Source: an optimization exercise on an open RTL-to-GDS flow (aim: small area, a short achievable clock period and few clock cycles). Production flows keep margins and buffers that such runs may drop. Only simulation tests tie the RTL to the original design; equivalence was not proved. Power is estimated from default activity; no workload was simulated.

--- flow/run.sh ---
#!/bin/bash
set -euo pipefail
bash standard.sh SETUP_SLACK_MARGIN=6.0 finish > standard.log 2>&1
--- standard.sh ---
#!/bin/bash
# synth_recipe.tcl (not shown) runs the flow's synth.tcl, then flattens the netlist and writes it again
# the make line also repeats each setting of config.mk as NAME=value (left out here)
make -C /OpenROAD-flow-scripts/flow DESIGN_CONFIG=/design/flow/config.mk WORK_HOME=/design/flow/orfs CLKGATE_MAP_FILE= SYNTH_SCRIPT=/design/flow/synth_recipe.tcl "${@:-finish}"
--- config.mk ---
export PLATFORM = sky130hd
export DESIGN_NAME = sb_core
export DESIGN_NICKNAME = sb_core
export VERILOG_FILES = /design/flow/design.v
export SDC_FILE = /design/flow/constraint.sdc
export NUM_CORES = 4
export LEC_CHECK = 0
export CAP_MARGIN = 20
export CORE_MARGIN = 2
export CORE_UTILIZATION = 55
export PLACE_DENSITY = 0.7
export SLEW_MARGIN = 20
--- constraint.sdc ---
create_clock -name core_clock -period 10.0 [get_ports {clk}]
set_input_delay 2.0000 -clock core_clock [delete_from_list [all_inputs] [get_ports {clk}]]
set_output_delay 2.0000 -clock core_clock [all_outputs]
set_load 0.01 [all_outputs]
--- design.v ---
module sb_crc8_step (
    input  wire [7:0] c_in,    
    output wire [7:0] c_out
);
    reg [15:0] acc;
    integer r;
    always @* begin
        acc = {c_in, 8'h00};
        for (r = 0; r < 8; r = r + 1) begin
            if (acc[15]) acc = acc ^ 16'h8380;
            acc = {acc[14:0], 1'b0};
        end
    end
    assign c_out = acc[15:8];
endmodule
module sb_core (
    input  wire         clk,
    input  wire         rst_n,
    input  wire [7:0]   dev_addr,
    input  wire [31:0]  stale_ms,
    input  wire [31:0]  turn_ms,
    input  wire         en_crc_resp,
    input  wire         en_flag_resp,
    input  wire         full_duplex,
    input  wire         flow_ctrl,
    input  wire [31:0]  now_ms,
    input  wire         poll,
    input  wire         app_start,
    input  wire [2:0]   app_op,
    input  wire [2:0]   app_handle,
    input  wire [127:0] app_wdata,
    input  wire [4:0]   app_wlen,
    output wire         ready,
    output reg          done,
    output reg          app_result,
    output wire [127:0] app_rdata,
    output reg  [4:0]   app_rlen,
    output reg          on_write_valid,
    output wire [2:0]   on_write_index,
    input  wire         rx_valid,
    input  wire [7:0]   rx_data,
    output wire         rx_ready,
    output wire         tx_valid,
    output wire [7:0]   tx_data,
    input  wire         tx_ready,
    input  wire         tx_idle,
    output reg          dir
);
    function [7:0] push_cmd;             
        input [2:0] i;
        case (i)
            3'd0:       push_cmd = 8'hDA;
            3'd1:       push_cmd = 8'hDB;
            3'd2, 3'd5: push_cmd = 8'hDC;
            3'd4:       push_cmd = 8'hDE;
            default:    push_cmd = 8'hDD;
        endcase
    endfunction
    function [15:0] item_addr;
        input [2:0] i;
        case (i)
            3'd0: item_addr = 16'h0000;
            3'd1: item_addr = 16'h0010;
            3'd2: item_addr = 16'h0002;
            3'd3: item_addr = 16'h0003;
            3'd4: item_addr = 16'h0004;
            3'd5: item_addr = 16'h0100;
            3'd6: item_addr = 16'h1234;
            default: item_addr = 16'hFFFF;
        endcase
    endfunction
    function [4:0] push_last;
        input [2:0] i;
        input [4:0] alen;
        case (i)
            3'd0:    push_last = 5'd5;
            3'd1:    push_last = 5'd6;
            3'd4:    push_last = 5'd6 + alen;
            default: push_last = 5'd8;
        endcase
    endfunction
    function [32:0] sub32;           
        input [31:0] a, b;
        reg   [31:0] p, g, pp;
        integer l, i, j;
        begin
            p  = ~(a ^ b);           
            g  = a & ~b;
            g[0] = g[0] | p[0];      
            pp = p;
            for (l = 0; l < 5; l = l + 1)
                for (i = 0; i < 32; i = i + 1)
                    if (((i >> l) & 1) == 1) begin
                        j = ((i >> (l + 1)) << (l + 1)) + (1 << l) - 1;
                        g[i]  = g[i] | (pp[i] & g[j]);
                        pp[i] = pp[i] & pp[j];
                    end
            sub32 = {g[31], p ^ {g[30:0], 1'b1}};
        end
    endfunction
    reg [7:0]   it0;
    reg [15:0]  it1;
    reg [31:0]  it2, it3, it5, it6, it7;
    reg [127:0] it4;
    reg [7:0]   iv;
    reg [4:0]   arr_len;
    reg [7:0]   dirty;
    reg [2:0]   cursor;
    reg         in_sweep;
    reg [2:0]   sw_start;
    reg         busy;
    reg         rx_act;      
    reg         got;         
    reg         disc;        
    reg         chk;         
    reg [31:0]  now_q;       
    reg         t1;          
    reg [31:0]  last_rx;
    reg [6:0]   cnt;         
    reg         la;          
    reg         cand;        
    reg [6:0]   k;           
    reg [6:0]   rem;         
    reg         nl;          
    reg         dreg;        
    reg [7:0]   crc;         
    reg         c_poll, c_read, c_da, c_db, c_d4, c_de;
    reg         f0, f1;      
    reg [7:0]   hb;          
    reg         hit;
    reg [2:0]   hidx;
    reg         n_ok;        
    reg [4:0]   nlen;
    reg [4:0]   di;          
    reg [127:0] stg;         
    reg         ap;          
    reg         crc_ok_r;
    reg         badcrc;      
    reg         sc_found;
    reg [2:0]   sc_j;
    reg [2:0]   sel;         
    reg         sic;         
    reg         sic2;        
    reg         get;         
    reg         wr_app;      
    reg [31:0]  rd_lo;       
    localparam [1:0] T_IDLE = 2'd0, T_TURN = 2'd1, T_SEND = 2'd2, T_FLUSH = 2'd3;
    reg [1:0]   tx_st;
    reg         tx_v;
    reg [7:0]   tx_d;
    reg [4:0]   tk;
    reg [4:0]   tlast;       
    reg [3:0]   tdi;         
    reg [7:0]   tx_crc;
    reg         fr_push;
    reg [2:0]   fr_c;        
    reg         pa;
    wire [2:0] rsel = sel;
    reg  [31:0] lo_raw;
    always @* begin
        case (rsel)
            3'd0: lo_raw = {24'd0, it0};
            3'd1: lo_raw = {16'd0, it1};
            3'd2: lo_raw = it2;
            3'd3: lo_raw = it3;
            3'd4: lo_raw = it4[31:0];
            3'd5: lo_raw = it5;
            3'd6: lo_raw = it6;
            default: lo_raw = it7;
        endcase
    end
    wire [7:0]   sel_oh = 8'd1 << sel;
    wire [31:0]  lo_val = |(iv & sel_oh) ? lo_raw : 32'd0;
    wire [127:0] ival   = {it4[127:32], lo_val};
    wire [4:0] sel_klen = (sel == 3'd0) ? 5'd1 : (sel == 3'd1) ? 5'd2 :
                          (sel == 3'd4) ? 5'd16 : 5'd4;
    wire [4:0] sel_len  = (sel == 3'd4) ? arr_len : sel_klen;
    assign ready          = ~busy;
    assign app_rdata      = {it4[127:32], rd_lo};
    assign on_write_index = sel;
    wire wlen_le16   = ~app_wlen[4] | (app_wlen[3:0] == 4'd0);
    wire wlen_ok_sel = (sel == 3'd4) ? wlen_le16 : (app_wlen == sel_klen);
    wire wlen_ok_in  = (app_handle == 3'd4) ? wlen_le16 :
                       (app_handle == 3'd0) ? (app_wlen == 5'd1) :
                       (app_handle == 3'd1) ? (app_wlen == 5'd2) : (app_wlen == 5'd4);
    wire [15:0] wm16 = app_wlen[4] ? 16'hFFFF : ~(16'hFFFF << app_wlen[3:0]);
    reg [127:0] wmask;
    integer b;
    always @* begin
        for (b = 0; b < 16; b = b + 1)
            wmask[8*b +: 8] = {8{wm16[b]}};
    end
    wire same_val = (app_wlen == app_rlen) &&
                    ((({it4[127:32], rd_lo} ^ app_wdata) & wmask) == 128'd0);
    wire [7:0] c_a, rx_crc_n, tx_crc_n;
    sb_crc8_step u_crc_a  (.c_in(dev_addr),                      .c_out(c_a));
    sb_crc8_step u_crc_rx (.c_in((cand ? crc : c_a) ^ rx_data),  .c_out(rx_crc_n));
    sb_crc8_step u_crc_tx (.c_in(tx_crc ^ tx_d),                 .c_out(tx_crc_n));
    wire full      = cnt[6];
    assign rx_ready = rx_act & ~full;
    wire acc       = rx_act & rx_valid & ~full;
    wire drain_end = rx_act & ~(rx_valid & ~full);
    wire cmd_ok_x  = (rx_data == 8'hD0) || (rx_data == 8'hD1) || (rx_data == 8'hDA) ||
                     (rx_data == 8'hDB) || (rx_data == 8'hDC) || (rx_data == 8'hDD) ||
                     (rx_data == 8'hDE);
    wire in_frame  = acc & ~disc & cand;
    wire crc_ok    = (rx_data == crc);
    reg       x_hit;
    reg [2:0] x_idx;
    always @* begin
        x_hit = 1'b1;
        case ({rx_data, hb})
            16'h0000: x_idx = 3'd0;
            16'h0010: x_idx = 3'd1;
            16'h0002: x_idx = 3'd2;
            16'h0003: x_idx = 3'd3;
            16'h0004: x_idx = 3'd4;
            16'h0100: x_idx = 3'd5;
            16'h1234: x_idx = 3'd6;
            16'hFFFF: x_idx = 3'd7;
            default: begin x_hit = 1'b0; x_idx = 3'd0; end
        endcase
    end
    wire [2:0] s_st   = in_sweep ? sw_start : cursor;
    wire [2:0] s_wl   = sw_start - cursor;           
    reg        s_found;
    reg  [2:0] s_i;
    integer    si;
    always @* begin
        s_found = 1'b0;
        s_i = 3'd0;
        for (si = 7; si >= 0; si = si - 1)
            if (dirty[(cursor + si) & 7] && (!in_sweep || si < s_wl)) begin
                s_found = 1'b1;
                s_i = si;
            end
    end
    wire       p_found = f1 | sc_found;
    wire [2:0] p_j     = f1 ? cursor : sc_j;
    wire       p_last  = (p_j + 3'd1) == s_st;
    wire       w_cmd  = c_da | c_db | c_d4 | c_de;
    wire       suits  = c_da ? (hidx == 3'd0) :
                        c_db ? (hidx == 3'd1) :
                        c_de ? (hidx == 3'd4 && n_ok) :
                               (hidx != 3'd0 && hidx != 3'd1 && hidx != 3'd4);
    wire       wr_ok  = w_cmd & hit & suits;
    wire       pf     = f0 | f1;
    wire       push_ok = c_poll ? (pf & p_found) : (c_read & hit);
    wire [2:0] item_ok = c_poll ? p_j : hidx;
    wire       resp_ok = c_poll ? (pf | en_flag_resp) : 1'b1;
    wire [2:0] st_ok   = c_poll  ? (pf ? 3'd2 : 3'd3) :    
                         !hit    ? 3'd4 :
                         c_read  ? 3'd4 :
                         !suits  ? 3'd5 : 3'd0;
    wire [4:0]  tk1   = tk + 5'd1;
    wire [15:0] fr_ad = item_addr(sel);
    wire [7:0]  dbyte = ival[8*tdi +: 8];
    reg  [7:0]  nbyte;
    always @* begin
        if (tk1 == tlast)
            nbyte = tx_crc_n;
        else if (tk1 == 5'd1)
            nbyte = fr_push ? push_cmd(sel) : {5'b11100, fr_c};
        else if (!fr_push)
            nbyte = badcrc ? crc : 8'h00;
        else if (tk1 == 5'd2)
            nbyte = fr_ad[7:0];
        else if (tk1 == 5'd3)
            nbyte = fr_ad[15:8];
        else if (sel == 3'd4 && tk1 == 5'd4)
            nbyte = {3'b000, arr_len};
        else if (sel == 3'd4 && tk1 == 5'd5)
            nbyte = 8'h00;
        else
            nbyte = dbyte;
    end
    assign tx_valid = tx_v;
    assign tx_data  = tx_d;
    wire turn_zero = (turn_ms == 32'd0);
    wire [32:0] since_f = sub32((tx_st == T_TURN) ? now_ms : now_q, last_rx);
    wire [31:0] since   = since_f[31:0];
    wire [32:0] stale_f = sub32(stale_ms, now_q);    
    wire [32:0] turn_f  = sub32(now_q, turn_ms);     
    wire hs        = tx_v & tx_ready;
    wire fr_last   = (tk == tlast);
    wire fend      = (tx_st == T_SEND) & hs & fr_last & ~flow_ctrl |
                     (tx_st == T_FLUSH) & tx_idle;
    wire pa_more   = pa & (dirty != 8'd0);
    wire [7:0] pj_oh   = 8'd1 << p_j;
    wire [7:0] hidx_oh = 8'd1 << hidx;
    reg [2:0] pd_i;
    integer pi;
    always @* begin
        pd_i = 3'd0;
        for (pi = 7; pi >= 0; pi = pi - 1)
            if (dirty[pi]) pd_i = pi;
    end
    wire [7:0] pd_oh = 8'd1 << pd_i;
    reg       go;        
    reg       rx_n;      
    reg       app_n;     
    integer   bi;
    always @(posedge clk) begin
        for (bi = 0; bi < 16; bi = bi + 1)
            if (di == bi)
                stg[8*bi +: 8] <= rx_data;    
        sc_found <= s_found;
        rd_lo    <= lo_val;      
        app_rlen <= sel_len;     
        sc_j     <= cursor + s_i;
    end
    always @(posedge clk) begin
        on_write_valid <= 1'b0;
        ap             <= 1'b0;
        wr_app         <= 1'b0;
        sic            <= 1'b0;
        sic2           <= sic;
        get            <= 1'b0;
        done           <= 1'b0;
        chk            <= 1'b0;
        go    = 1'b0;
        rx_n  = rx_act;
        app_n = 1'b0;
        if (!rst_n) begin
            busy     <= 1'b0;
            rx_act   <= 1'b0;
            tx_st    <= T_IDLE;
            tx_v     <= 1'b0;
            dir      <= 1'b0;
            pa       <= 1'b0;
            cnt      <= 7'd0;
            la       <= 1'b0;
            cand     <= 1'b0;
            last_rx  <= 32'd0;
            dirty    <= 8'd0;
            cursor   <= 3'd0;
            in_sweep <= 1'b0;
            sw_start <= 3'd0;
            arr_len  <= 5'd0;
            iv       <= 8'd0;
            app_result <= 1'b0;
            sel      <= 3'd0;
        end else begin
            if (!busy && poll) begin
                now_q <= now_ms;
                got   <= 1'b0;
                disc  <= 1'b0;
                rx_n  = 1'b1;
            end else if (!busy && app_start) begin
                sel   <= app_handle;
                case (app_op)
                3'd0: begin
                    app_result     <= wlen_ok_in;
                    on_write_valid <= wlen_ok_in;
                    wr_app         <= wlen_ok_in;
                end
                3'd1: begin
                    sic   <= 1'b1;
                    app_n = 1'b1;
                end
                3'd2: begin
                    app_result <= 1'b1;
                    get   <= 1'b1;
                    app_n = 1'b1;
                end
                3'd3, 3'd4: begin
                    app_result <= full_duplex;
                    badcrc     <= 1'b0;
                    if (full_duplex) begin
                        go = 1'b1;
                        if (app_op == 3'd4) begin
                            fr_push <= 1'b0;
                            fr_c    <= 3'd6;
                            tlast   <= 5'd3;
                            pa      <= 1'b0;
                        end else if (dirty == 8'd0) begin
                            fr_push <= 1'b0;
                            fr_c    <= 3'd2;
                            tlast   <= 5'd3;
                            pa      <= 1'b0;
                        end else begin
                            fr_push <= 1'b1;
                            sel     <= pd_i;
                            tlast   <= push_last(pd_i, arr_len);
                            tdi     <= (pd_i == 3'd4) ? 4'd11 : 4'd13;
                            dirty   <= dirty & ~pd_oh;
                            pa      <= 1'b1;
                        end
                    end
                end
                default: app_result <= 1'b0;
                endcase
            end
            if (sic)
                app_n = 1'b1;
            if (sic2) begin
                app_result     <= wlen_ok_sel & ~same_val;
                on_write_valid <= wlen_ok_sel & ~same_val;
                wr_app         <= wlen_ok_sel & ~same_val;
            end
            if (wr_app || (ap && crc_ok_r && wr_ok)) begin
                case (sel)
                3'd0: it0 <= wr_app ? app_wdata[7:0]  : stg[7:0];
                3'd1: it1 <= wr_app ? app_wdata[15:0] : stg[15:0];
                3'd2: it2 <= wr_app ? app_wdata[31:0] : stg[31:0];
                3'd3: it3 <= wr_app ? app_wdata[31:0] : stg[31:0];
                3'd4: begin
                    it4     <= wr_app ? app_wdata : stg;
                    arr_len <= wr_app ? app_wlen  : nlen;
                end
                3'd5: it5 <= wr_app ? app_wdata[31:0] : stg[31:0];
                3'd6: it6 <= wr_app ? app_wdata[31:0] : stg[31:0];
                default: it7 <= wr_app ? app_wdata[31:0] : stg[31:0];
                endcase
                iv <= iv | sel_oh;
                if (wr_app)
                    dirty <= dirty | sel_oh;
            end
            if (ap && crc_ok_r) begin
                if (c_poll && pf) begin
                    if (p_found) begin
                        dirty    <= (f1 ? 8'hFF : dirty) & ~pj_oh;
                        cursor   <= p_last ? s_st + 3'd1 : p_j + 3'd1;
                        in_sweep <= ~p_last;
                    end else begin
                        cursor   <= s_st + 3'd1;
                        in_sweep <= 1'b0;
                    end
                    sw_start <= s_st;
                end else if (c_read && hit) begin
                    dirty <= dirty & ~hidx_oh;
                end
            end
            if (acc) begin
                cnt <= cnt + 7'd1;
                got <= 1'b1;
                if (!got)
                    last_rx <= now_q;
                if (!disc && !cand) begin
                    la <= (rx_data == dev_addr);
                    if (la && cmd_ok_x) begin
                        cand   <= 1'b1;
                        k      <= 7'd2;
                        crc    <= rx_crc_n;
                        c_poll <= (rx_data == 8'hD0);
                        c_read <= (rx_data == 8'hD1);
                        c_da   <= (rx_data == 8'hDA);
                        c_db   <= (rx_data == 8'hDB);
                        c_d4   <= (rx_data == 8'hDC) || (rx_data == 8'hDD);
                        c_de   <= (rx_data == 8'hDE);
                        rem    <= (rx_data == 8'hD0) ? 7'd2 :
                                  (rx_data == 8'hD1) ? 7'd3 :
                                  (rx_data == 8'hDA) ? 7'd4 :
                                  (rx_data == 8'hDB) ? 7'd5 :
                                  (rx_data == 8'hDE) ? 7'd127 : 7'd7;
                        nl     <= 1'b0;
                        dreg   <= 1'b0;
                        di     <= 5'd0;
                    end
                end
                if (in_frame) begin
                    if (nl) begin
                        disc     <= 1'b1;
                        cand     <= 1'b0;
                        ap       <= 1'b1;
                        crc_ok_r <= crc_ok;
                        on_write_valid <= crc_ok & wr_ok;
                        sel      <= item_ok;
                        fr_push  <= crc_ok & push_ok;
                        fr_c     <= crc_ok ? st_ok : 3'd1;
                        badcrc   <= ~crc_ok;
                        tlast    <= (crc_ok & push_ok) ? push_last(item_ok, arr_len) : 5'd3;
                        tdi      <= (item_ok == 3'd4) ? 4'd11 : 4'd13;
                        pa       <= 1'b0;
                        go = crc_ok ? resp_ok : en_crc_resp;
                    end else begin
                        k   <= k + 7'd1;
                        crc <= rx_crc_n;
                        rem <= rem - 7'd1;
                        nl  <= (rem == 7'd2);
                        if (k == 7'd2) begin
                            hb <= rx_data;
                            f0 <= (rx_data == 8'h00);
                            f1 <= (rx_data == 8'h01);
                        end
                        if (k == 7'd3) begin
                            hit  <= x_hit;
                            hidx <= x_idx;
                            dreg <= ~c_de;
                        end
                        if (k == 7'd4)
                            hb <= rx_data;
                        if (k == 7'd5 && c_de) begin
                            n_ok <= (rx_data == 8'h00) && (hb[7:5] == 3'd0) &&
                                    (~hb[4] || hb[3:0] == 4'd0);
                            nlen <= hb[4:0];
                            rem  <= (rx_data == 8'h00 && hb[7:6] == 2'd0) ? hb[6:0] + 7'd1 : 7'd127;
                            nl   <= (rx_data == 8'h00 && hb == 8'h00);
                            dreg <= 1'b1;
                        end
                        if (dreg && !di[4])
                            di <= di + 5'd1;
                    end
                end
            end
            if (drain_end) begin
                rx_n = 1'b0;
                if (!got) begin
                    chk   <= 1'b1;
                    now_q <= since;
                end
                if (disc) begin
                    cnt  <= 7'd0;
                    la   <= 1'b0;
                    cand <= 1'b0;
                end else if (cand && k[6:2] != 5'd0) begin
                    cnt <= k;
                end else if (cnt[6:2] != 5'd0) begin
                    cnt <= 7'd3;
                end
            end
            if (chk && !stale_f[32]) begin
                cnt  <= 7'd0;
                la   <= 1'b0;
                cand <= 1'b0;
            end
            case (tx_st)
            T_TURN: begin
                now_q <= since;
                t1    <= 1'b1;
                if (t1 && turn_f[32]) begin
                    tx_st <= T_SEND;
                    tx_v  <= 1'b1;
                    dir   <= flow_ctrl;
                end
            end
            T_SEND: begin
                if (hs) begin
                    tx_crc <= tx_crc_n;
                    tk     <= tk1;
                    tdi    <= tdi + 4'd1;
                    tx_d   <= nbyte;
                    if (fr_last) begin
                        tx_v  <= 1'b0;
                        tx_st <= flow_ctrl ? T_FLUSH : T_IDLE;
                    end
                end
            end
            T_FLUSH: begin
                if (tx_idle) begin
                    dir   <= 1'b0;
                    tx_st <= T_IDLE;
                end
            end
            default: ;
            endcase
            if (fend) begin
                if (pa_more) begin
                    go = 1'b1;
                    fr_push <= 1'b1;
                    sel     <= pd_i;
                    tlast   <= push_last(pd_i, arr_len);
                    tdi     <= (pd_i == 3'd4) ? 4'd11 : 4'd13;
                    dirty   <= dirty & ~pd_oh;
                end else begin
                    pa <= 1'b0;
                end
            end
            if (go) begin
                tx_d   <= dev_addr;
                tk     <= 5'd0;
                tx_crc <= 8'd0;
                t1     <= 1'b0;
                if (turn_zero && !pa) begin
                    tx_st <= T_SEND;
                    tx_v  <= 1'b1;
                    dir   <= flow_ctrl;
                end else begin
                    tx_st <= T_TURN;
                end
            end
            rx_act <= rx_n;
            if (busy || poll || app_start) begin
                if (!rx_n && ((tx_st == T_IDLE && !go) || (fend && !pa_more)) && !app_n) begin
                    busy <= 1'b0;
                    done <= 1'b1;
                end else begin
                    busy <= 1'b1;
                end
            end
        end
    end
endmodule
==> run notes, run 1 <==
Num Clock Sinks=694; Via density=6.36; all-layer global routing usage=0.356; antenna violations before repair=10; WL/cell=27.3 um; Top Registers=it4: 128 flops, stg: 128 flops; Async S/R FF share, synth=0; die footprint=approximately 71,000 um2; largest net degree at the start of global routing=between 100 and 150; Lkg Pwr=16.3 nW; minimum clock period=4.06 ns; Fin Setup TNS=0 ns; worst IR drop on VDD=167 uV; layout cells sized above 1=0.157; f_max=246 MHz; core box area=68,500 um2; Final period util=0.406; Post-Syn Instances=between 3,000 and 4,000; classification of the worst setup path=primary input to flop; critical path capture point type=flop; Netlist cell types=approximately 100; initial drt markers=between 3,000 and 4,000; leading cell type in the layout, fill and taps excluded=edfxtp_1; Final Slew Violations=0; Placed Cells=around 4,500; Die Ht=about 270 um; Crit path required time=slightly above 10 ns; crit-path max FO=5; port bufs=a little over 400; FF+latch count, synth=694; number of buffers created by CTS=76; status=finished clean; RSZ-0062 raised after global routing=yes; Rel. slew slack=0.265; DR DRC count=0; gpl congestion=0.971; Final setup viols=0; clk root buf=clkbuf_16; layout net count=4,163; Power Density=157 nW/um2; I/O pin count=413; Max Root-Sink Buffers=3; clock skew=0.0498 ns; Main synth FF type=edfxtp_1; Startpoint Class=primary input; CP arrival=about 4.4 ns; non-filler cells, final=4,715; area delta synth->final=22.0%; Antenna Violating Nets Remaining=0; final hold violations=0; first-pass GRT wire length=187,000 um; htree depth=3; final wirelength=129,000 um; Max-cap violations=0; global route overflow=0; CTS clock-pin slew for the worst setup and hold paths=around 0.07 ns; Least-Margin Pin Slew=1.09 ns; Vias=30,000; Post-DP HPWL=88,800 um; Mapped Area=37,900 um2; CTS tree=done; Seq/Total Area, Yosys=0.516; Syn. warnings=2; Initial Util=0.554; syn_area_per_cell=11.1 um2; Worst-Skew Late Latency=0.66 ns; vias in the first global route=just under 30,000; TritonRoute pass-1 iters=8; row cnt=96; HP Class=flop to flop; Mapped Nets=3,825; Post-synth EDFFs=566; die width=between 200 and 300 um; commonest non-fill, non-tap cells in the layout=edfxtp_1 (566), clkdlybuf4s50_1 (363), nand2_1 (328), nor2_1 (219), a21oi_1 (189)
-- per-layer routing --
metal	GRT usage	wire, um	vias to the layer above
li1	-	-	13200
met1	0.455	48400	14800
met2	0.581	61200	1733
met3	0.0802	13300	317
met4	0.161	5880	6
met5	0	37	-
-- power by group --
part,switching (mW),internal [mW]
Combinational,0.635,0.509
Clock,1.25,1.66
Sequential,0.0587,3.16
-- cell families (layout without fill, tap and decap cells) --
family | Yosys count | count (layout) | synth area share
AOI/OAI and AO/OA | 695 | 697 | 0.115
xor gates and xnor gates | 271 | 271 | 0.0628
buffers and inverters | 431 | 830 | 0.0551
and+or+nand+nor | 942 | 942 | 0.118
adders and majority gates | 136 | 136 | 0.0462
DFF | 694 | 694 | 0.516
muxes | 258 | 258 | 0.0878
other | 0 | 5 | 0
-- worst paths after layout --
check,depth (start not counted),start,slack (ns),endpoint
worst max-delay path,13,now_ms[0],5.94,now_q[26]
worst min-delay path,2,iv[0],0.45,iv[0]
worst max register to register,14,tx_st[1],6.10,now_q[26]
worst min register to register,2,iv[0],0.45,iv[0]
-- layout make-up --
cell class | count | area [um2]
Timing Repair Buffer | 526 | 5290
Multi-Input combinational cell | 2304 | 17100
Sequential cell | 694 | 19600
Clock buffer | 95 | 2010
Fill cell | 4999 | 22200
Tap cell | 882 | 1100
Clock inverter | 46 | 563
Antenna cell | 5 | 12.5
Inverter | 163 | 618
-- Yosys cell counts (21+ instances only) --
cell type	n	area [um2]
o22ai_1	24	150
buf_2	43	215
o21ai_0	173	866
mux4_2	44	991
dfxtp_1	128	2560
inv_1	158	593
nand2_1	332	1250
a211oi_1	35	263
mux2_2	153	1720
mux2i_1	59	591
a21o_1	21	158
xnor2_1	131	1150
a21oi_1	202	1010
edfxtp_1	566	17000
nand4_1	37	231
ha_1	129	1610
nand3_1	59	295
clkbuf_1	106	398
buf_4	104	781
a31oi_1	36	225
o21ai_1	23	115
a221oi_1	25	219
xor2_1	139	1220
nor4_1	45	282
nor2_1	229	860
nor3_1	75	375
nor2b_1	31	194
-- stage by stage --
stage | power, mW | hold WS (ns) | worst slack (ns) | utilization | instance area [um2]
2_1_floorplan | 3.87 | 0.332 | 4.25 | - | 38100
3_3_place_gp | 4.22 | 0.437 | 4.47 | 0.617 | 42200
3_5_place_dp | 4.25 | 0.444 | 4.32 | 0.617 | 42200
4_1_cts | 7.21 | 0.453 | 6.00 | 0.668 | 45700
5_1_grt | 7.50 | 0.474 | 5.84 | 0.676 | 46300
6_report | 7.28 | 0.454 | 5.94 | 0.676 | 46300
-- worst max-delay path, cell delays in order --
cell and delay (ns):
buf_6 0.09, mux2i_1 0.14, ha_2 0.20, inv_2 0.04
fa_2 0.38, a211oi_4 0.29, o21ai_2 0.12, nand3_2 0.12
a2111oi_4 0.11, o21ai_4 0.26, a21boi_2 0.10, or3_1 0.32
a31o_2 0.25
-- timing repair --
item,in CTS,in global routing
cloned,10,0
pin swaps,53,46
endpoints found under the setup margin,120,92
resized for setup,143,103
buffers inserted,41,18
hold buffers,0,0
Testbench counts, summed over its fixed seeds: cycles 31,650.
==> run 2, diff against run 1 <==
--- a/design.v
+++ b/design.v
@@ -115,5 +115,5 @@
     reg         chk;         
     reg [31:0]  now_q;       
-    reg         t1;          
+    reg [1:0]   tp;          
     reg [31:0]  last_rx;
     reg [6:0]   cnt;         
@@ -142,4 +142,6 @@
     reg         sic;         
     reg         sic2;        
+    reg         pa_go;       
+    reg         greet;       
     reg         get;         
     reg         wr_app;      
@@ -278,5 +280,5 @@
     assign tx_data  = tx_d;
     wire turn_zero = (turn_ms == 32'd0);
-    wire [32:0] since_f = sub32((tx_st == T_TURN) ? now_ms : now_q, last_rx);
+    wire [32:0] since_f = sub32(now_q, last_rx);
     wire [31:0] since   = since_f[31:0];
     wire [32:0] stale_f = sub32(stale_ms, now_q);    
@@ -316,4 +318,5 @@
         sic            <= 1'b0;
         sic2           <= sic;
+        pa_go          <= 1'b0;
         get            <= 1'b0;
         done           <= 1'b0;
@@ -366,30 +369,34 @@
                 3'd3, 3'd4: begin
                     app_result <= full_duplex;
-                    badcrc     <= 1'b0;
-                    if (full_duplex) begin
-                        go = 1'b1;
-                        if (app_op == 3'd4) begin
-                            fr_push <= 1'b0;
-                            fr_c    <= 3'd6;
-                            tlast   <= 5'd3;
-                            pa      <= 1'b0;
-                        end else if (dirty == 8'd0) begin
-                            fr_push <= 1'b0;
-                            fr_c    <= 3'd2;
-                            tlast   <= 5'd3;
-                            pa      <= 1'b0;
-                        end else begin
-                            fr_push <= 1'b1;
-                            sel     <= pd_i;
-                            tlast   <= push_last(pd_i, arr_len);
-                            tdi     <= (pd_i == 3'd4) ? 4'd11 : 4'd13;
-                            dirty   <= dirty & ~pd_oh;
-                            pa      <= 1'b1;
-                        end
-                    end
+                    pa_go      <= full_duplex;
+                    greet      <= app_op[2];      
+                    if (full_duplex)
+                        app_n = 1'b1;
                 end
                 default: app_result <= 1'b0;
                 endcase
             end
+            if (pa_go) begin
+                badcrc <= 1'b0;
+                go = 1'b1;
+                if (greet) begin
+                    fr_push <= 1'b0;
+                    fr_c    <= 3'd6;
+                    tlast   <= 5'd3;
+                    pa      <= 1'b0;
+                end else if (dirty == 8'd0) begin
+                    fr_push <= 1'b0;
+                    fr_c    <= 3'd2;
+                    tlast   <= 5'd3;
+                    pa      <= 1'b0;
+                end else begin
+                    fr_push <= 1'b1;
+                    sel     <= pd_i;
+                    tlast   <= push_last(pd_i, arr_len);
+                    tdi     <= (pd_i == 3'd4) ? 4'd11 : 4'd13;
+                    dirty   <= dirty & ~pd_oh;
+                    pa      <= 1'b1;
+                end
+            end
             if (sic)
                 app_n = 1'b1;
@@ -525,13 +532,29 @@
                 cand <= 1'b0;
             end
+            if (tx_st == T_IDLE || tx_st == T_TURN) begin
+                tx_d   <= dev_addr;
+                tk     <= 5'd0;
+                tx_crc <= 8'd0;
+            end
             case (tx_st)
             T_TURN: begin
-                now_q <= since;
-                t1    <= 1'b1;
-                if (t1 && turn_f[32]) begin
-                    tx_st <= T_SEND;
-                    tx_v  <= 1'b1;
-                    dir   <= flow_ctrl;
+                case (tp)
+                2'd0: begin
+                    now_q <= now_ms;
+                    tp    <= 2'd1;
                 end
+                2'd1: begin
+                    now_q <= since;
+                    tp    <= 2'd2;
+                end
+                default: begin
+                    tp <= 2'd0;
+                    if (turn_f[32]) begin
+                        tx_st <= T_SEND;
+                        tx_v  <= 1'b1;
+                        dir   <= flow_ctrl;
+                    end
+                end
+                endcase
             end
             T_SEND: begin
@@ -568,8 +591,5 @@
             end
             if (go) begin
-                tx_d   <= dev_addr;
-                tk     <= 5'd0;
-                tx_crc <= 8'd0;
-                t1     <= 1'b0;
+                tp     <= 2'd0;
                 if (turn_zero && !pa) begin
                     tx_st <= T_SEND;
==> flow/run.sh (replaced) <==
#!/bin/bash
set -euo pipefail
bash standard.sh "BUFFER_PORTS_ARGS=-buffer_cell sky130_fd_sc_hd__buf_1" SETUP_SLACK_MARGIN=6.4 finish > standard.log 2>&1
--- a/config.mk
+++ b/config.mk
@@ -8,5 +8,5 @@
 export CAP_MARGIN = 20
 export CORE_MARGIN = 2
-export CORE_UTILIZATION = 55
-export PLACE_DENSITY = 0.7
+export CORE_UTILIZATION = 70
+export PLACE_DENSITY = 0.8
 export SLEW_MARGIN = 20
==> run 2 against run 1 <==
Still clean on timing, DRC and antenna. Sequential power is 1% higher. Via count is 3.3% higher. Total power is 3.4% lower. Die area is 21% lower. Critical endpoint is now on_write_valid. Largest cell class unchanged. Highest routed layer unchanged.
==> run notes, run 2 <==
initial drt markers=4,629; Crit path required time=approximately 10 ns; Final Slew Violations=0; all-layer global routing usage=0.433; Worst-Skew Late Latency=between 0.6 and 0.7 ns; Post-Syn Instances=3,376; Mapped Nets=3,774; CTS tree=done; Worst R2R End=tx_d[1]; Lkg Pwr=~15 nW; Psw=~1.9 mW; Max Root-Sink Buffers=3; first-pass GRT wire length=182,000 um; Die Ht=around 240 um; Clk pwr share=0.392; Rel. slew slack=0.276; non-filler cells, final=about 4,500; CP arrival=4.24 ns; Vias=31,000; HP Class=flop to flop; f_max=266 MHz; die footprint=56,300 um2; Core Util, Final=0.810; WL/cell=28.2 um; FF+latch count, synth=697; Seq/Total Area, Yosys=0.516; Mapped Area=38,100 um2; post-synth top area share=0.448; crit-path max FO=3; clk root buf=clkbuf_16; Reg2Reg Depth=9; sequential share of power=0.463; Post-DP HPWL=~80,000 um; layout cells sized above 1=0.159; leading cell type in the layout, fill and taps excluded=edfxtp_1; Min-Delay Endpoint=sic2; Main synth FF type=edfxtp_1; Via density=6.94; layout net count=4,101; Antenna Violating Nets Remaining=0; port bufs=between 400 and 500; most common cell in the synthesized netlist=edfxtp_1; Syn. warnings=2; syn_area_per_cell=11.3 um2; Tot Pwr=7.03 mW; antenna violations before repair=9; Power Density=161 nW/um2; most frequent cells after synthesis=edfxtp_1 (568), nor2_1 (249), nand2_1 (231); RSZ-0062 raised after global routing=yes; Initial Util=0.707; clock skew=0.0343 ns; Startpoint Class=primary input; Internal=5.17 mW; Final period util=0.376; Sw Share=0.265; minimum clock period=roughly 3.8 ns; hold wc startpoint=sic; Num Clock Sinks=697; gpl congestion=0.977; Max-cap violations=0; largest area contributor in the netlist=edfxtp_1; number of buffers created by CTS=73; classification of the worst setup path=primary input to flop; Area contributors post-synth=edfxtp_1 (45%), dfxtp_1 (6.8%), mux2_2 (4.7%), xnor2_1 (4.3%), ha_1 (4.2%); commonest non-fill, non-tap cells in the layout=edfxtp_1 (568), buf_1 (380), nor2_1 (241), nand2_1 (229), a21oi_1 (177); Hold Path Stages=0; final hold violations=0; status=finished clean; hold buffer count at cts=0; Async S/R FF share, synth=0; vias in the first global route=about 30,000; DR DRC count=0; global route overflow=0; area delta synth->final=14.5%; critical path capture point type=flop; htree depth=3; Fin Setup TNS=0 ns; Post-synth EDFFs=568; Crit Reg-Reg Startpoint=sel[2]; CTS clock-pin slew for the worst setup and hold paths=0.06 ns; Comb pwr share=0.145; TritonRoute pass-1 iters=6; Least-Margin Pin Slew=roughly 1.1 ns; worst IR drop on VDD=176 uV; Worst R2R Setup Slack=6.35 ns; die width=about 240 um; core box area=53,800 um2; Top Registers=it4: 128 flops, stg: 128 flops; Netlist cell types=96; I/O pin count=413; Final setup viols=0; row cnt=85; final wirelength=126,000 um; Placed Cells=4,259; largest net degree at the start of global routing=81
[run 2: cell count changes after synthesis, moves of 10 or more]
cell	previous run	this run
o21ai_1	23	8
o211ai_1	14	25
o21ai_0	173	162
mux2i_1	59	75
nand2b_1	18	37
a21oi_1	202	180
nand2_1	332	231
xor2_1	139	83
nand4_1	37	54
nor4_1	45	35
nor2_1	229	249
o22ai_1	24	37
a221oi_1	25	13
xnor2_1	131	185
[run 2: how the worst max path moves through the flow]
| stage | end | cells after the start | start |
|---|---|---|---|
| 2_1_floorplan | hit | 8 | rx_data[5] |
| 3_3_place_gp | it4[102] | 4 | rst_n |
| 3_5_place_dp | it4[100] | 4 | rst_n |
| 4_1_cts | on_write_valid | 9 | app_wdata[97] |
| 5_1_grt | hit | 10 | rx_data[1] |
| 6_report | on_write_valid | 10 | app_wdata[2] |
[run 2: repair_timing]
action | 4_1_cts | 5_1_grt
gates cloned | 8 | 4
gates resized for setup | 127 | 109
setup endpoints to repair | 235 | 166
setup buffers | 25 | 28
pin swaps | 25 | 38
[run 2: area by class of cell]
class,instances,area [um2]
fill,3097,10200
inverter,153,594
tap,696,871
timing repair buffer,526,2970
clock buffer,100,2010
clock inverter,31,358
antenna,7,17.5
multi-input combinational,2252,17100
sequential,697,19700
[run 2: through the flow]
step / instance area (um2) / setup WS [ns] / hold WS, ns
floorplan: 38400 / 6.00 / 0.332
global placement: 39700 / 4.91 / 0.349
detailed placement: 39700 / 4.82 / 0.347
CTS: 42800 / 6.36 / 0.358
global route: 43600 / 6.18 / 0.367
finish: 43600 / 6.24 / 0.356
[run 2: kinds of logic (layout without fill, tap and decap cells)]
logic type                 after synthesis  after routing  synth area share
AOI/OAI and AO/OA                      713            713             0.121
xor gates and xnor gates               268            268            0.0617
adders and majority gates              136            136            0.0461
buffers and inverters                  432            810            0.0554
DFF                                    697            697             0.516
muxes                                  276            276            0.0910
other                                    0              7                 0
and+or+nand+nor                        854            859             0.108
[run 2: routing by layer]
metal	vias to the layer above	wire [um]	global-route usage
met1	14800	44600	0.571
li1	13100	-	-
met5	-	98	0.00606
met2	2537	55600	0.659
met3	506	17700	0.117
met4	10	7660	0.230
[run 2: critical path, stage by stage]
cell	delay, ns
buf_8	0.10
xnor2_2	0.16
nand4_1	0.14
buf_6	0.17
o22ai_4	0.23
nand4_1	0.20
or4_4	0.59
o311a_4	0.44
o21ai_2	0.13
a21oi_1	0.09
[run 2: power groups by stage]
stage | clock network (mW) | registers (mW) | logic, mW
after detailed placement | 0 | 3.31 | 0.901
after global placement | 0 | 3.31 | 0.867
after global routing | 2.86 | 3.26 | 1.09
after floorplan | 0 | 3.28 | 0.629
after CTS | 2.73 | 3.25 | 0.948
final | 2.76 | 3.25 | 1.02
Testbench counts of run 2, summed over its fixed seeds: cycles 31,650.
==> run 3, diff against run 2 <==
--- a/config.mk
+++ b/config.mk
@@ -8,5 +8,5 @@
 export CAP_MARGIN = 20
 export CORE_MARGIN = 2
-export CORE_UTILIZATION = 70
-export PLACE_DENSITY = 0.8
+export CORE_UTILIZATION = 55
+export PLACE_DENSITY = 0.7
 export SLEW_MARGIN = 20
==> run 3 against run 2 <==
Total power rose by 0.97%. Worst hold slack better by 0.020 ns. Still clean on timing, DRC and antenna. Setup slack improved by 0.12 ns. Area after synthesis did not move. Design area increased by 0.80%. Global-route usage is 10 points lower. Clock skew grew 0.0094 ns. Combinational power about the same. Sequential share of layout area down 0.36 points. Critical endpoint is now tx_d[5]. Wire length down 3.3%. Via count down 4.6%.
==> run notes, run 3 <==
status=finished clean; Top Registers=it4: 128 flops, stg: 128 flops; clock skew=~0.044 ns; Least-Margin Pin Slew=~1.1 ns; f_max=275 MHz; layout net count=4,118; Crit path required time=10.47 ns; CP arrival=slightly above 4 ns; Tot Pwr=roughly 7.1 mW; die width=roughly 270 um; Startpoint Class=flop; crit-path most repeated cell=buf_4; commonest non-fill, non-tap cells in the layout=edfxtp_1 (568), buf_1 (391), nor2_1 (240), nand2_1 (229), a21oi_1 (177); global route overflow=0; Internal=5.23 mW; Placed Cells=4,492; largest area contributor in the netlist=edfxtp_1; clk root buf=clkbuf_16; Max Root-Sink Buffers=3; worst IR drop on VDD=around 130 uV; leading cell type in the layout, fill and taps excluded=edfxtp_1; slowest CP cell=mux4_2; htree depth=3; Seq/Total Area, Yosys=0.516; layout cells sized above 1=0.156; tightest hold margin=0.376 ns; Critical path buffers and inverters=3; final wirelength=122,000 um; Mapped Area=38,100 um2; Final period util=0.363; post-synth top area share=0.448; Max stage delay on crit path=between 0.5 and 0.6 ns; first-pass GRT wire length=between 150,000 and 200,000 um; crit-path max FO=14; Comb pwr share=0.141; Area contributors post-synth=edfxtp_1 (45%), dfxtp_1 (6.8%), mux2_2 (4.7%), xnor2_1 (4.3%), ha_1 (4.2%); vias in the first global route=28,000; initial drt markers=approximately 3,400; Antenna Violating Nets Remaining=0; port bufs=just over 400; antenna violations before repair=8; hold buffer count at cts=0; Netlist cell types=96; Main synth FF type=edfxtp_1; Clk pwr share=0.402; DR DRC count=0; most frequent cells after synthesis=edfxtp_1 (568), nor2_1 (249), nand2_1 (231); Via density=6.26; Psw=1.87 mW; Syn. warnings=2; Lkg Pwr=15.1 nW; Mapped Nets=3,774; Sw Share=0.263; most common cell in the synthesized netlist=edfxtp_1; Core Util, Final=0.641; area delta synth->final=15.4%; all-layer global routing usage=0.330; Power Density=162 nW/um2; FF+latch count, synth=697; CTS tree=done; final hold violations=0; gpl congestion=0.923; minimum clock period=3.63 ns; syn_area_per_cell=approximately 11 um2; Max-cap violations=0; I/O pin count=413; Initial Util=0.555; Post-Syn Instances=between 3,000 and 4,000; dpl ws=5.00 ns; Final Instance Area=43,900 um2; Post-DP HPWL=80,900 um; Final setup viols=0; die footprint=71,300 um2; critical path capture point type=flop; Rel. slew slack=0.234; PnR worst setup slack=6.37 ns; CTS clock-pin slew for the worst setup and hold paths=0.06 ns; Post-synth EDFFs=568; Die Ht=267 um; number of buffers created by CTS=74; RSZ-0062 raised after global routing=yes; sequential share of power=0.458; row cnt=96; HP Class=flop to flop; DP Area=39,900 um2; Final Slew Violations=0; Vias=29,600; classification of the worst setup path=flop to flop; Worst-Skew Late Latency=0.66 ns; WL/cell=~26 um; Async S/R FF share, synth=0; delay-heaviest family, CP=compound AO/OA/AOI/OAI gates; non-filler cells, final=4,719; TritonRoute pass-1 iters=6; largest net degree at the start of global routing=82; Num Clock Sinks=about 700; core box area=68,600 um2; critical-path cell list=buf_4 -> buf_4 -> nor3b_4 -> buf_4 -> nand2_1 -> o221ai_1 -> o21ai_0 -> mux4_2 -> o311ai_0 -> nand2_1 -> a21oi_1; final-layout fill cell count=approximately 5,300; Fin Setup TNS=0 ns
==> run 3: cells by family after synthesis <==
family | after synthesis | synth area share
compound gates | 713 | 0.121
xor+xnor | 268 | 0.0617
fa+ha+maj | 136 | 0.0461
buf+inv | 432 | 0.0554
flops | 697 | 0.516
mux | 276 | 0.0910
simple gates | 854 | 0.108
==> run 3: power groups by stage <==
stage	Clock [mW]	Sequential (mW)	Combinational, mW
2_1_floorplan	0	3.28	0.629
3_3_place_gp	0	3.31	0.880
3_5_place_dp	0	3.31	0.892
4_1_cts	2.86	3.25	0.947
5_1_grt	2.98	3.25	1.08
6_report	2.85	3.25	0.998
==> run 3: repair_timing <==
item                                    4_1_cts  5_1_grt
resized for setup                            97       72
gates cloned                                  6        5
pin swaps                                    22       28
setup buffers                                41       31
endpoints found under the setup margin      229      153
==> run 3: metal layers <==
metal | routed length, um | track usage
met2 | 57600 | 0.539
met4 | 4590 | 0.124
met5 | 29 | 0
met3 | 12900 | 0.0678
met1 | 46400 | 0.435
==> run 3: layout make-up <==
| class | count | area (um2) | area share |
|---|---|---|---|
| repair buffers | 542 | 3040 | 0.0692 |
| well taps | 931 | 1160 | 0.0265 |
| inverters | 153 | 593 | 0.0135 |
| multi-input cells | 2252 | 16900 | 0.386 |
| flip-flops and latches | 697 | 19700 | 0.447 |
| clock buffers | 112 | 2110 | 0.0481 |
| clock inverters | 25 | 413 | 0.00940 |
| diodes | 7 | 17.5 | 0.000399 |
==> run 3: path summary, 6_finish.rpt <==
| kind | start | endpoint | slack, ns | cells after the start |
|---|---|---|---|---|
| setup / recovery | sel[0] | tx_d[5] | 6.37 | 11 |
| hold reg to reg | sic | sic2 | 0.38 | 0 |
| hold / removal | sic | sic2 | 0.38 | 0 |
| setup reg to reg | sel[0] | tx_d[5] | 6.37 | 11 |
==> run 4, diff against run 3 <==
--- a/design.v
+++ b/design.v
@@ -128,4 +128,5 @@
     reg         f0, f1;      
     reg [7:0]   hb;          
+    reg [7:0]   lom;         
     reg         hit;
     reg [2:0]   hidx;
@@ -141,8 +142,7 @@
     reg [2:0]   sel;         
     reg         sic;         
-    reg         sic2;        
+    reg         hi_eq;       
     reg         pa_go;       
     reg         greet;       
-    reg         get;         
     reg         wr_app;      
     reg [31:0]  rd_lo;       
@@ -158,5 +158,5 @@
     reg [2:0]   fr_c;        
     reg         pa;
-    wire [2:0] rsel = sel;
+    wire [2:0] rsel = busy ? sel : app_handle;
     reg  [31:0] lo_raw;
     always @* begin
@@ -173,9 +173,10 @@
     end
     wire [7:0]   sel_oh = 8'd1 << sel;
-    wire [31:0]  lo_val = |(iv & sel_oh) ? lo_raw : 32'd0;
-    wire [127:0] ival   = {it4[127:32], lo_val};
+    wire [31:0]  lo_val = |(iv & (8'd1 << rsel)) ? lo_raw : 32'd0;
     wire [4:0] sel_klen = (sel == 3'd0) ? 5'd1 : (sel == 3'd1) ? 5'd2 :
                           (sel == 3'd4) ? 5'd16 : 5'd4;
     wire [4:0] sel_len  = (sel == 3'd4) ? arr_len : sel_klen;
+    wire [4:0] h_len    = (app_handle == 3'd0) ? 5'd1 : (app_handle == 3'd1) ? 5'd2 :
+                          (app_handle == 3'd4) ? arr_len : 5'd4;
     assign ready          = ~busy;
     assign app_rdata      = {it4[127:32], rd_lo};
@@ -193,6 +194,7 @@
             wmask[8*b +: 8] = {8{wm16[b]}};
     end
-    wire same_val = (app_wlen == app_rlen) &&
-                    ((({it4[127:32], rd_lo} ^ app_wdata) & wmask) == 128'd0);
+    wire hi_same  = (((it4[127:32] ^ app_wdata[127:32]) & wmask[127:32]) == 96'd0);
+    wire same_val = (app_wlen == app_rlen) && hi_eq &&
+                    (((rd_lo ^ app_wdata[31:0]) & wmask[31:0]) == 32'd0);
     wire [7:0] c_a, rx_crc_n, tx_crc_n;
     sb_crc8_step u_crc_a  (.c_in(dev_addr),                      .c_out(c_a));
@@ -208,20 +210,14 @@
     wire in_frame  = acc & ~disc & cand;
     wire crc_ok    = (rx_data == crc);
-    reg       x_hit;
-    reg [2:0] x_idx;
-    always @* begin
-        x_hit = 1'b1;
-        case ({rx_data, hb})
-            16'h0000: x_idx = 3'd0;
-            16'h0010: x_idx = 3'd1;
-            16'h0002: x_idx = 3'd2;
-            16'h0003: x_idx = 3'd3;
-            16'h0004: x_idx = 3'd4;
-            16'h0100: x_idx = 3'd5;
-            16'h1234: x_idx = 3'd6;
-            16'hFFFF: x_idx = 3'd7;
-            default: begin x_hit = 1'b0; x_idx = 3'd0; end
-        endcase
-    end
+    wire [7:0] lom_x = {rx_data == 8'hFF, rx_data == 8'h34, rx_data == 8'h00,
+                        rx_data == 8'h04, rx_data == 8'h03, rx_data == 8'h02,
+                        rx_data == 8'h10, rx_data == 8'h00};
+    wire [7:0] him_x = {rx_data == 8'hFF, rx_data == 8'h12, rx_data == 8'h01,
+                        rx_data == 8'h00, rx_data == 8'h00, rx_data == 8'h00,
+                        rx_data == 8'h00, rx_data == 8'h00};
+    wire [7:0] am    = lom & him_x;      
+    wire       x_hit = |am;
+    wire [2:0] x_idx = {|am[7:4], am[7] | am[6] | am[3] | am[2],
+                        am[7] | am[5] | am[3] | am[1]};
     wire [2:0] s_st   = in_sweep ? sw_start : cursor;
     wire [2:0] s_wl   = sw_start - cursor;           
@@ -257,5 +253,6 @@
     wire [4:0]  tk1   = tk + 5'd1;
     wire [15:0] fr_ad = item_addr(sel);
-    wire [7:0]  dbyte = ival[8*tdi +: 8];
+    wire [127:0] rval = {it4[127:32], rd_lo};
+    wire [7:0]  dbyte = rval[8*tdi +: 8];
     reg  [7:0]  nbyte;
     always @* begin
@@ -309,5 +306,5 @@
         sc_found <= s_found;
         rd_lo    <= lo_val;      
-        app_rlen <= sel_len;     
+        app_rlen <= busy ? sel_len : h_len;      
         sc_j     <= cursor + s_i;
     end
@@ -317,7 +314,6 @@
         wr_app         <= 1'b0;
         sic            <= 1'b0;
-        sic2           <= sic;
+        hi_eq          <= hi_same;
         pa_go          <= 1'b0;
-        get            <= 1'b0;
         done           <= 1'b0;
         chk            <= 1'b0;
@@ -362,9 +358,5 @@
                     app_n = 1'b1;
                 end
-                3'd2: begin
-                    app_result <= 1'b1;
-                    get   <= 1'b1;
-                    app_n = 1'b1;
-                end
+                3'd2: app_result <= 1'b1;
                 3'd3, 3'd4: begin
                     app_result <= full_duplex;
@@ -399,7 +391,5 @@
                 end
             end
-            if (sic)
-                app_n = 1'b1;
-            if (sic2) begin
+            if (sic) begin
                 app_result     <= wlen_ok_sel & ~same_val;
                 on_write_valid <= wlen_ok_sel & ~same_val;
@@ -487,5 +477,5 @@
                         nl  <= (rem == 7'd2);
                         if (k == 7'd2) begin
-                            hb <= rx_data;
+                            lom <= lom_x;
                             f0 <= (rx_data == 8'h00);
                             f1 <= (rx_data == 8'h01);
==> flow/run.sh (replaced) <==
#!/bin/bash
set -euo pipefail
bash standard.sh "BUFFER_PORTS_ARGS=-buffer_cell sky130_fd_sc_hd__buf_1" SETUP_SLACK_MARGIN=6.7 finish > standard.log 2>&1
--- a/config.mk
+++ b/config.mk
@@ -9,4 +9,5 @@
 export CORE_MARGIN = 2
 export CORE_UTILIZATION = 55
+export CTS_BUF_LIST = sky130_fd_sc_hd__clkbuf_4 sky130_fd_sc_hd__clkbuf_8
 export PLACE_DENSITY = 0.7
 export SLEW_MARGIN = 20
==> run 4 against run 3 <==
Highest routed layer unchanged. Still clean. First-iteration DRC count grew 16%. Utilization grew 3.1 points. Worst hold slack gained 0.076 ns.
==> run notes, run 4 <==
Num Clock Sinks=703; clock skew=0.0465 ns; Netlist cell types=96; antenna violations before repair=18; Crit path required time=8.00 ns; final hold violations=0; Hold Path Stages=2; Area contributors post-synth=edfxtp_1 (45%), dfxtp_1 (6.8%), ha_1 (4.2%), mux2_2 (4.0%), xnor2_1 (3.4%); Min-Delay Endpoint=last_rx[5]; leading cell type in the layout, fill and taps excluded=edfxtp_1; RSZ-0062 raised after global routing=yes; Rel. slew slack=0.181; Final setup viols=0; final-layout fill cell count=approximately 5,000; all-layer global routing usage=0.349; final wirelength=~130,000 um; Post-DP HPWL=~83,000 um; die width=about 270 um; tightest hold margin=0.452 ns; Post-Syn Instances=3,392; most common cell in the synthesized netlist=edfxtp_1; die footprint=slightly above 70,000 um2; dpl ws=~4.6 ns; CTS tree=done; Via density=between 6 and 7; DR DRC count=0; initial drt markers=slightly below 4,000; syn_area_per_cell=11.2 um2; area delta synth->final=21.2%; critical path capture point type=output port; minimum clock period=3.55 ns; f_max=282 MHz; Antenna Violating Nets Remaining=0; Max-cap violations=0; Vias=31,100; Final period util=0.355; Startpoint Class=flop; global route overflow=0; Mapped Nets=roughly 3,800; Worst R2R Setup Slack=6.74 ns; Least-Margin Pin Slew=1.23 ns; Core Util, Final=0.672; classification of the worst setup path=flop to output port; CP arrival=roughly 1.6 ns; Post-synth EDFFs=between 500 and 600; Mapped Area=38,000 um2; metal2 WL=58,600 um; FF+latch count, synth=703; Initial Util=0.554; Worst R2R End=tx_d[2]; core box area=68,500 um2; Crit Reg-Reg Startpoint=tdi[1]; Max Root-Sink Buffers=3; status=finished clean; CTS clock-pin slew for the worst setup and hold paths=about 0.06 ns; gpl congestion=between 0.9 and 1; Worst-Skew Late Latency=roughly 0.77 ns; post-synth top area share=0.454; worst IR drop on VDD=131 uV; layout cells sized above 1=0.258; Async S/R FF share, synth=0; Top Registers=it4: 128 flops, stg: 128 flops; DR WL met3=16,900 um; WL/cell=26.4 um; Final Slew Violations=0; commonest non-fill, non-tap cells in the layout=edfxtp_1 (574), nand2_1 (318), buf_4 (258), buf_1 (256), nor2_1 (229); I/O pin count=413; Reg2Reg Depth=7; largest net degree at the start of global routing=81; Seq/Total Area, Yosys=0.522; met1 wire length=47,000 um; Die Ht=267 um; HP Class=flop to flop; hold wc startpoint=last_rx[5]; first-pass GRT wire length=183,000 um; PnR worst setup slack=6.45 ns; number of buffers created by CTS=between 100 and 150; layout net count=between 4,000 and 5,000; row cnt=96; Syn. warnings=2; Main synth FF type=edfxtp_1; most frequent cells after synthesis=edfxtp_1 (574), nand2_1 (325), nor2_1 (252); Lkg Pwr=between 15 and 20 nW; vias in the first global route=28,800; largest area contributor in the netlist=edfxtp_1; crit-path max FO=2; htree depth=3; uppermost layer routed=met5; port bufs=412; clk root buf=clkbuf_8; Fin Setup TNS=0 ns; Power Density=~150 nW/um2; TritonRoute pass-1 iters=6
## run 4: per-stage QoR
step           total power [mW]  cell area, um2  instances
5_1_grt                    7.04           46000       4930
3_3_place_gp               4.11           40100       4456
6_report                   6.84           46000       4932
4_1_cts                    6.77           44700       4826
2_1_floorplan              3.85           38700       3392
3_5_place_dp               4.13           40100       4457
## run 4: worst max-delay path: stages (launching register included)
cell and delay (ns):
dfxtp_2 0.34, buf_12 0.12, clkinvlp_4 0.17, buf_6 0.18
## run 4: power breakdown
group	total [mW]	internal, mW	leakage [nW]	switching [mW]
clock network	2.66	1.42	1.27	1.24
registers	3.24	3.18	6.30	0.0597
logic	0.938	0.393	9.29	0.546
## run 4: metal layers
layer | global-route usage | vias to the layer above
met3 | 0.0844 | 422
met5 | 0 | -
met1 | 0.460 | 14800
met4 | 0.165 | 24
li1 | - | 13600
met2 | 0.545 | 2230
## run 4: logic make-up (layout without fill, tap and decap cells)
logic type               count (synthesis)  after routing  share of synthesized area
flip-flops                             703            703                      0.522
AO/OA/AOI/OAI                          740            742                      0.123
multiplexers                           237            239                     0.0842
adder cells (fa/ha/maj)                135            135                     0.0459
other                                    0              5                          0
XOR/XNOR                               263            263                     0.0628
buffers and inverters                  419           1067                     0.0533
AND/OR/NAND/NOR                        895            896                      0.108
## run 4: worst max-delay path by stage
stage                   from        end  slack (ns)
2_1_floorplan          rst_n     it4[0]        3.30
3_3_place_gp   app_handle[0]  rd_lo[12]        4.69
3_5_place_dp   app_handle[0]  rd_lo[12]        4.64
4_1_cts                 busy      ready        6.49
5_1_grt                 busy      ready        6.47
6_report                busy      ready        6.45
## run 4: cell type report
| class | count | area [um2] | area share |
|---|---|---|---|
| diodes | 5 | 12.5 | 0.000272 |
| inverters | 147 | 573 | 0.0125 |
| repair buffers | 707 | 4790 | 0.104 |
| well taps | 882 | 1100 | 0.0240 |
| multi-input cells | 2275 | 17200 | 0.374 |
| flip-flops and latches | 703 | 19900 | 0.434 |
| clock inverters | 59 | 467 | 0.0101 |
| clock buffers | 154 | 1930 | 0.0419 |
## run 4: repair_timing
action	4_1_cts	5_1_grt
pin swaps	22	35
setup endpoints to repair	569	388
gates cloned	11	5
setup buffers	145	96
gates resized for setup	306	151
hold buffers	0	0
Testbench counts of run 4, summed over its fixed seeds: cycles 31,173.
==> run 5, diff against run 4 <==
==> flow/run.sh (replaced) <==
#!/bin/bash
set -euo pipefail
bash standard.sh "BUFFER_PORTS_ARGS=-buffer_cell sky130_fd_sc_hd__buf_1" SETUP_SLACK_MARGIN=6.4 finish > standard.log 2>&1
==> run 5 against run 4 <==
Still clean on timing, DRC and antenna. Register-to-register slack worse by 0.22 ns. Clock power about the same. Die area unchanged. Flip-flop and latch count unchanged. Critical path type is now primary input to flop.
==> run notes, run 5 <==
status=finished clean; layout net count=4,106; FF+latch count, synth=703; final-layout fill cell count=5,465; Main synth FF type=edfxtp_1; Top Registers=it4: 128 flops, stg: 128 flops; CTS tree=done; CTS clock-pin slew for the worst setup and hold paths=approximately 0.050 ns; met2 usage=0.508; crit-path most repeated cell=a21o_1; Vias=29,100; final hold violations=0; global route overflow=0; Crit path required time=10.64 ns; Die Ht=267 um; gpl congestion=0.924; Startpoint Class=primary input; htree depth=3; Area contributors post-synth=edfxtp_1 (45%), dfxtp_1 (6.8%), ha_1 (4.2%), mux2_2 (4.0%), xnor2_1 (3.4%); classification of the worst setup path=primary input to flop; Syn. warnings=2; number of buffers created by CTS=113; Max-cap violations=0; Final setup viols=0; Top Usage Layer GRT=met2; layout cells sized above 1=0.148; Mapped Area=38,000 um2; critical path capture point type=flop; vias in the first global route=27,500; DR DRC count=0; Lkg Pwr=between 10 and 15 nW; slowest CP cell=a211oi_4; Post-synth EDFFs=574; Worst R2R Setup Slack=6.52 ns; Antenna Violating Nets Remaining=0; Initial Util=0.554; Netlist cell types=96; Mapped Nets=about 3,800; Max Root-Sink Buffers=3; Final period util=0.359; Max stage delay on crit path=0.41 ns; Fin Setup TNS=0 ns; commonest non-fill, non-tap cells in the layout=edfxtp_1 (574), buf_1 (395), nand2_1 (322), nor2_1 (239), a21oi_1 (196); clock skew=0.0644 ns; syn_area_per_cell=11.2 um2; TritonRoute pass-1 iters=10; Final Slew Violations=0; CP arrival=4.23 ns; Async S/R FF share, synth=0; crit-path max FO=4; RSZ-0062 raised after global routing=yes; non-filler cells, final=4,691; die footprint=71,100 um2; final wirelength=around 120,000 um; clk root buf=clkbuf_8; Tot Pwr=6.76 mW; Worst-Skew Late Latency=0.78 ns; die width=about 270 um; global-route met1 utilization=0.435; post-synth top area share=0.454; port bufs=412; Post-DP HPWL=82,200 um; Via density=6.20; met3 Resource Use GR=0.0757; WL/cell=about 25 um; worst IR drop on VDD=127 uV; antenna violations before repair=11; HP Class=flop to flop; Post-Syn Instances=between 3,000 and 4,000; initial drt markers=around 3,200; Placed Cells=roughly 4,500; all-layer global routing usage=0.325; most common cell in the synthesized netlist=edfxtp_1; Critical path buffers and inverters=2; leading cell type in the layout, fill and taps excluded=edfxtp_1; largest area contributor in the netlist=edfxtp_1; Power Density=158 nW/um2; Seq/Total Area, Yosys=0.522; first-pass GRT wire length=around 170,000 um; row cnt=96; I/O pin count=about 410; critical-path cell list=buf_1 -> ha_4 -> a21o_1 -> a21o_1 -> a21o_1 -> a211oi_4 -> o211ai_1 -> a2111oi_4 -> buf_4 -> a211o_1 -> a211oi_2; f_max=between 200 and 300 MHz; delay-heaviest family, CP=compound AO/OA/AOI/OAI gates; core box area=68,500 um2; area delta synth->final=12.6%; minimum clock period=3.59 ns; most frequent cells after synthesis=edfxtp_1 (574), nand2_1 (325), nor2_1 (252); hold buffer count at cts=0; Least-Margin Pin Slew=1.11 ns; Num Clock Sinks=~700; Rel. slew slack=0.258; largest net degree at the start of global routing=75
==> run 5: cell count changes in the layout (fill, tap and decap cells not counted), sizes merged, moves of 2 or more <==
cell / before / now
buf: 620 / 461
clkbuf: 235 / 194
clkinv: 48 / 22
bufbuf: 6 / 0
bufinv: 6 / 2
diode: 5 / 3
==> run 5: power breakdown <==
| group | switching [mW] | internal (mW) |
|---|---|---|
| sequential | 0.0557 | 3.19 |
| combinational | 0.511 | 0.330 |
| clock | 1.22 | 1.46 |
==> run 5: kinds of logic after synthesis <==
family,count (synthesis),share of synthesized area
compound gates,740,0.123
xor+xnor,263,0.0628
fa+ha+maj,135,0.0459
buf+inv,419,0.0533
flops,703,0.522
mux,237,0.0842
simple gates,895,0.108
==> run 5: area by class of cell <==
| class | count | area, um2 | share of cell area |
|---|---|---|---|
| flip-flops and latches | 703 | 19800 | 0.464 |
| multi-input cells | 2271 | 16700 | 0.390 |
| clock buffers | 183 | 2200 | 0.0515 |
| repair buffers | 473 | 2130 | 0.0499 |
| well taps | 882 | 1100 | 0.0258 |
| inverters | 147 | 559 | 0.0131 |
| clock inverters | 29 | 259 | 0.00606 |
| diodes | 3 | 7.51 | 0.000176 |
==> run 5: worst register-to-register path, stage by stage (launching register included) <==
cell and delay [ns]:
edfxtp_1 0.56, or3_1 0.50, nand2_1 0.10, o31ai_1 0.09, nor3_1 0.36, a21oi_2 0.29
nor4_4 0.24, buf_8 0.49, buf_12 0.44
==> run 5: repair_timing <==
| action | CTS | global route |
|---|---|---|
| buffers inserted | 0 | 12 |
| pin swaps | 1 | 7 |
| gates resized for setup | 43 | 27 |
| endpoints found under the setup margin | 158 | 297 |
| gates cloned | 0 | 1 |
==> run 5: path summary, 6_finish.rpt <==
check | from | endpoint | depth (start not counted)
worst max-delay path | stale_ms[25] | cnt[1] | 11
worst min-delay path | last_rx[22] | last_rx[22] | 2
worst max register to register | hidx[1] | it4[122] | 8
worst min register to register | last_rx[22] | last_rx[22] | 2
==> run 5: through the flow <==
step | utilization | worst slack [ns] | cell area, um2 | hold WS (ns)
global placement | 0.583 | 5.02 | 39900 | 0.441
global route | 0.624 | 6.26 | 42700 | 0.466
detailed placement | 0.583 | 4.96 | 39900 | 0.446
CTS | 0.621 | 6.27 | 42500 | 0.455
floorplan | - | 3.30 | 38400 | 0.435
finish | 0.624 | 6.41 | 42700 | 0.453
==> run 5: metal layers <==
layer	share of wire	vias to the layer above
met5	0.00085	-
met4	0.047	16
met3	0.10	297
met2	0.46	1610
met1	0.39	14100
li1	-	13100
==> run 6, diff against run 5 <==
--- a/config.mk
+++ b/config.mk
@@ -9,5 +9,4 @@
 export CORE_MARGIN = 2
 export CORE_UTILIZATION = 55
-export CTS_BUF_LIST = sky130_fd_sc_hd__clkbuf_4 sky130_fd_sc_hd__clkbuf_8
 export PLACE_DENSITY = 0.7
 export SLEW_MARGIN = 20
==> run 6 against run 5 <==
Global-route usage is essentially flat. Synthesized cell count is the same. Cell count shrank 1.2%. Register-to-register slack gained 0.05 ns. Critical path depth is the same. Design area grew 0.82%. Area after synthesis is the same. Combinational power grew 2%. Clock-buffer cell count shrank 79. Critical path type unchanged. Largest power group unchanged.
==> run notes, run 6 <==
tightest hold margin=0.454 ns; htree depth=3; HP Class=flop to flop; Final period util=0.360; TritonRoute pass-1 iters=6; first-pass GRT wire length=173,000 um; post-synth top area share=0.454; classification of the worst setup path=primary input to flop; core box area=68,500 um2; PnR worst setup slack=6.40 ns; RSZ-0062 raised after global routing=yes; Num Clock Sinks=703; Antenna Violating Nets Remaining=0; Vias=29,000; Mapped Area=~38,000 um2; Crit path required time=10.47 ns; largest area contributor in the netlist=edfxtp_1; clock skew=0.0219 ns; Crit. Startpoint=stale_ms[25]; Rel. slew slack=0.252; die width=267 um; hold buffer count at cts=0; leading cell type in the layout, fill and taps excluded=edfxtp_1; commonest non-fill, non-tap cells in the layout=edfxtp_1 (574), buf_1 (391), nand2_1 (322), nor2_1 (233), a21oi_1 (195); final-layout fill cell count=5,405; Main synth FF type=edfxtp_1; Via density=6.27; Worst-Skew Late Latency=0.62 ns; met3 Resource Use GR=0.0654; Seq/Total Area, Yosys=0.522; final hold violations=0; CTS tree=done; critical path capture point type=flop; syn_area_per_cell=11.2 um2; clk root buf=clkbuf_16; Post-DP HPWL=82,200 um; vias in the first global route=27,400; largest net degree at the start of global routing=75; dpl ws=4.96 ns; minimum clock period=3.60 ns; global route overflow=0; hold wc startpoint=last_rx[17]; Post-Syn Instances=3,392; FF+latch count, synth=703; Syn. warnings=2; WL/cell=25.6 um; Least-Margin Pin Slew=approximately 1.1 ns; Max Root-Sink Buffers=3; f_max=278 MHz; Async S/R FF share, synth=0; initial drt markers=3,109; Lkg Pwr=14.9 nW; I/O pin count=between 400 and 500; Power Density=161 nW/um2; Post-synth EDFFs=574; die footprint=71,100 um2; row cnt=96; Netlist cell types=96; gpl congestion=0.924; layout cells sized above 1=0.137; all-layer global routing usage=0.325; crit-path max FO=5; antenna violations before repair=9; worst IR drop on VDD=145 uV; Mapped Nets=3,789; Initial Util=0.554; DR DRC count=0; met2 usage=0.513; Max-cap violations=0; number of buffers created by CTS=75; final wirelength=119,000 um; layout net count=4,084; Tot Pwr=6.96 mW; Placed Cells=4,463; Die Ht=between 200 and 300 um; Fin Setup TNS=0 ns; non-filler cells, final=4,633; port bufs=412; most frequent cells after synthesis=edfxtp_1 (574), nand2_1 (325), nor2_1 (252); area delta synth->final=13.5%; Final setup viols=0; status=finished clean; Crit Reg-Reg Startpoint=hidx[1]; Final Slew Violations=0; Top Usage Layer GRT=met2; Top Registers=it4: 128 flops, stg: 128 flops; CTS clock-pin slew for the worst setup and hold paths=0.06 ns; most common cell in the synthesized netlist=edfxtp_1; CP arrival=between 4 and 5 ns; global-route met1 utilization=0.441; Startpoint Class=primary input; Area contributors post-synth=edfxtp_1 (45%), dfxtp_1 (6.8%), ha_1 (4.2%), mux2_2 (4.0%), xnor2_1 (3.4%)
run 6: cell count changes in the layout (fill, tap and decap cells not counted), sizes merged:
cell,before,now
buf,461,475
bufinv,2,5
clkbuf,194,118
clkdlybuf4s15,1,0
inv,151,148
clkinv,22,27
run 6: final timing paths:
| kind | to | slack [ns] | cells past startpoint |
|---|---|---|---|
| max | cand | 6.40 | 11 |
| max reg2reg | it6[12] | 6.57 | 8 |
| min reg2reg | last_rx[17] | 0.45 | 2 |
| min | last_rx[17] | 0.45 | 2 |
run 6: kinds of logic after synthesis:
family | count (synthesis) | share of synthesized area
flops | 703 | 0.522
mux | 237 | 0.0842
fa+ha+maj | 135 | 0.0459
compound gates | 740 | 0.123
buf+inv | 419 | 0.0533
xor+xnor | 263 | 0.0628
simple gates | 895 | 0.108
run 6: where the power goes:
part	switching, mW	internal (mW)
Sequential	0.0558	3.19
Clock	1.19	1.67
Combinational	0.515	0.341
run 6: area by class of cell:
cell class                      count  area (um2)  share of cell area
Timing Repair Buffer              489        2360              0.0548
Tap cell                          882        1100              0.0256
Sequential cell                   703       19800               0.460
Antenna cell                        3        7.51            0.000174
Clock buffer                      104        2190              0.0508
Clock inverter                     34         328             0.00761
Multi-Input combinational cell   2271       16700               0.388
Inverter                          147         559              0.0130
run 6: metrics by stage:
stage,util,instance area (um2)
after global placement,0.583,39900
final,0.629,43100
after floorplan,-,38400
after CTS,0.623,42700
after detailed placement,0.583,39900
after global routing,0.629,43100
run 6: repair_timing:
action                     4_1_cts  5_1_grt
setup endpoints to repair      175      296
buffers inserted                 3       23
cloned                           0        3
pin swaps                        3       15
gates resized for setup         58       55
run 6: worst max-delay path, stage by stage:
cell       delay (ns)
buf_6            0.10
ha_4             0.20
a21o_1           0.15
a21o_1           0.15
a21o_1           0.20
a211oi_4         0.36
o211ai_1         0.19
a2111oi_4        0.29
buf_4            0.20
a211o_4          0.18
nor4b_4          0.06
run 6: layer usage:
metal | routed length [um] | part of all wire | up-vias
li1 | - | - | 13000
met1 | 46400 | 0.39 | 14100
met2 | 54800 | 0.46 | 1675
met3 | 12400 | 0.10 | 248
met4 | 5070 | 0.043 | 14
met5 | 97 | 0.00082 | -
